What follows belongs to an exercise in optimizing a design on an open flow for small area, a short achievable clock period and few clock cycles per item; a production flow would make more cautious choices.
Only simulation tests tie the RTL to the original design; equivalence was not proved.

==> flow/design.v (excerpt) <==
module cva_cost_wta (
    input  wire         clk,
    input  wire         rst,         
    input  wire         in_valid,
    output wire         in_ready,
    input  wire         in_last,
    input  wire [15:0]  in_d,
    input  wire [2:0]   in_c,        
    input  wire [16:0]  in_wq,       
    input  wire [287:0] in_lwin,
    input  wire [287:0] in_rwin,
    output reg          out_valid,
    output reg          out_last,
    output reg  [31:0]  out_cost,
    output wire [15:0]  out_disp
);
    assign in_ready = 1'b1;
    reg [8:0] dr_0_0;
    reg [8:0] dr_0_1;
    reg [8:0] dr_0_2;
    reg [8:0] dr_0_3;
    reg [8:0] dr_1_0;
    reg [8:0] dr_1_1;
    reg [8:0] dr_1_2;
    reg [8:0] dr_1_3;
    reg [8:0] dr_2_0;
    reg [8:0] dr_2_1;
    reg [8:0] dr_2_2;
    reg [8:0] dr_2_3;
    reg [8:0] dr_3_0;
    reg [8:0] dr_3_1;
    reg [8:0] dr_3_2;
    reg [8:0] dr_3_3;
    reg [8:0] dr_4_0;
    reg [8:0] dr_4_1;
    reg [8:0] dr_4_2;
    reg [8:0] dr_4_3;
    reg [8:0] dr_5_0;
    reg [8:0] dr_5_1;
    reg [8:0] dr_5_2;
    reg [8:0] dr_5_3;
    reg [8:0] dr_6_0;
    reg [8:0] dr_6_1;
    reg [8:0] dr_6_2;
    reg [8:0] dr_6_3;
    reg [8:0] dr_7_0;
    reg [8:0] dr_7_1;
    reg [8:0] dr_7_2;
    reg [8:0] dr_7_3;
    reg [8:0] dr_8_0;
    reg [8:0] dr_8_1;
    reg [8:0] dr_8_2;
    reg [8:0] dr_8_3;
  ...
Size: about 7,500 cells after synthesis, roughly 810 flip-flops, ~670 I/O pins.
Settings: LEC_CHECK=0, CAP_MARGIN=50, CORE_MARGIN=2, CORE_UTILIZATION=60, PLACE_DENSITY=0.7, SLEW_MARGIN=60, SYNTH_HIERARCHICAL=1; clock period 20.0 ns.
standard.sh (not shown) runs the stock make flow with config.mk's settings and CLKGATE_MAP_FILE= SYNTH_SCRIPT=/design/flow/synth_recipe.tcl, a recipe that flattens the netlist after the stock synthesis.
==> flow/flow/run.sh <==
#!/bin/bash
# Layout flow: the standard flow (standard.sh, all steps), with the
# input and output port buffers made of sky130_fd_sc_hd__buf_2 cells and
# the resizer's setup repair aiming for 14.5 ns of slack (a 5.5 ns path
# target; the clock and the constraints are the design's own).
# Each ORFS step writes its own log under orfs/logs/; the driver's own
# output goes to flow_run.log.
set -o pipefail
export BUFFER_PORTS_ARGS="-buffer_cell sky130_fd_sc_hd__buf_2"
export SETUP_SLACK_MARGIN=14.5
bash standard.sh > flow_run.log 2>&1
The baseline completed without violations.
Testbench counts at the start, summed over its fixed seeds: cycles 86,022, items 85,982.
Rerun with:
--- a/flow/design.v
+++ b/flow/design.v
@@ -4,23 +4,23 @@
     input  wire         in_valid,
     output wire         in_ready,
     input  wire         in_last,
     input  wire [15:0]  in_d,
     input  wire [2:0]   in_c,        
     input  wire [16:0]  in_wq,       
     input  wire [287:0] in_lwin,
     input  wire [287:0] in_rwin,
     output reg          out_valid,
     output reg          out_last,
     output reg  [31:0]  out_cost,
-    output wire [15:0]  out_disp
+    output reg  [15:0]  out_disp
 );
     assign in_ready = 1'b1;
     reg [8:0] dr_0_0;
     reg [8:0] dr_0_1;
     reg [8:0] dr_0_2;
     reg [8:0] dr_0_3;
     reg [8:0] dr_1_0;
     reg [8:0] dr_1_1;
     reg [8:0] dr_1_2;
     reg [8:0] dr_1_3;
     reg [8:0] dr_2_0;
@@ -6868,29 +6868,30 @@
         c3562_q4 <= c3562;
         c3564_q4 <= c3564;
         c3566_q4 <= c3566;
         c3568_q4 <= c3568;
         c3570_q4 <= c3570;
     end
     wire [31:0] cost  = {h3571_q4, s3569_q4, s3567_q4, s3565_q4, s3563_q4, s3561_q4, s3559_q4, s3557_q4, s3555_q4, s3553_q4, s3551_q4, s3549_q4, s3547_q4, s3545_q4, s3543_q4, s3541_q4, s3539_q4, s3537_q4, s3535_q4, s3533_q4, s3531_q4, s3529_q4, s3527_q4, s3525_q4, s3523_q4, s3521_q4, s3519_q4, s3517_q4, s3515_q4, p2833_q4, p2800_q4, p2799_q4} + {c3570_q4, c3568_q4, c3566_q4, c3564_q4, c3562_q4, c3560_q4, c3558_q4, c3556_q4, c3554_q4, c3552_q4, c3550_q4, c3548_q4, c3546_q4, c3544_q4, c3542_q4, c3540_q4, c3538_q4, c3536_q4, c3534_q4, c3532_q4, c3530_q4, c3528_q4, c3526_q4, c3524_q4, c3522_q4, c3520_q4, c3518_q4, c3516_q4, h3514_q4, h3513_q4, p2816_q4, 1'b0};
     wire        vE    = vP[4];
     wire        lastE = lastP[4];
     wire [15:0] dE    = dP4;
     reg         in_pixel;     
-    reg [15:0]  best_d;       
+    reg [15:0]  best_d;
     wire        take  = !in_pixel || (cost < best_cost);
-    assign out_disp = best_d;
+    wire [15:0] new_d = take ? dE : best_d;
     always @(posedge clk) begin
         out_valid <= rst ? 1'b0 : vE;
         out_last  <= lastE;
         out_cost  <= cost;
+        out_disp  <= new_d;
         if (rst)
             in_pixel <= 1'b0;
         else if (vE)
             in_pixel <= !lastE;
         if (vE && take) begin
             best_cost <= cost;
             best_d    <= dE;
         end
     end
 endmodule
 module cva_fa (
The new run finished with timing, DRC and antenna clean.
Count of clock-buffer cells in the layout rises by 15.
Global-route usage goes up by 0.50 points.
Die area goes down by 1.2%.
Maximum frequency came out lower by 2.4%.
Testbench counts after the change, summed over its fixed seeds: cycles 86,022, items 85,982.

==> what the ideal ports hide <==
The results above use ideal ports. As a check the final layouts listed here were re-extracted and re-timed, cells and wires unchanged. Step 1 (the two cells are an assumption about what drives the block):
set clk [get_ports {clk}]
set_driving_cell -lib_cell sky130_fd_sc_hd__clkbuf_16 $clk
set_driving_cell -lib_cell sky130_fd_sc_hd__buf_2 [delete_from_list [all_inputs] $clk]
Step 2, shift: input delay + t, output delay - t, t = (earliest + latest rising clock arrival at the registers) / 2. This alone moves slack from input paths to output paths. a / b / c = ideal ports / drivers / drivers and shift; a / b = the first two.
| run | t (ns) | slack for setup (ns) | hold WS [ns] | latest minus earliest clock arrival (ns) | worst slew at a driven data input, ns |
|---|---|---|---|---|---|
| the first run | 0.784 | 14.642 / 14.642 / 14.067 | 0.310 / 0.310 / 0.310 | 0.045 / 0.045 | 0.08 |
| the second run | 0.760 | 14.511 / 14.511 / 14.051 | 0.324 / 0.324 / 0.324 | 0.019 / 0.019 | 0.14 |
After both steps setup and hold are still met in every run listed. For the first run, which loses most, drivers alone change the setup slack by 0.000 ns; drivers and shift together by -0.575 ns.
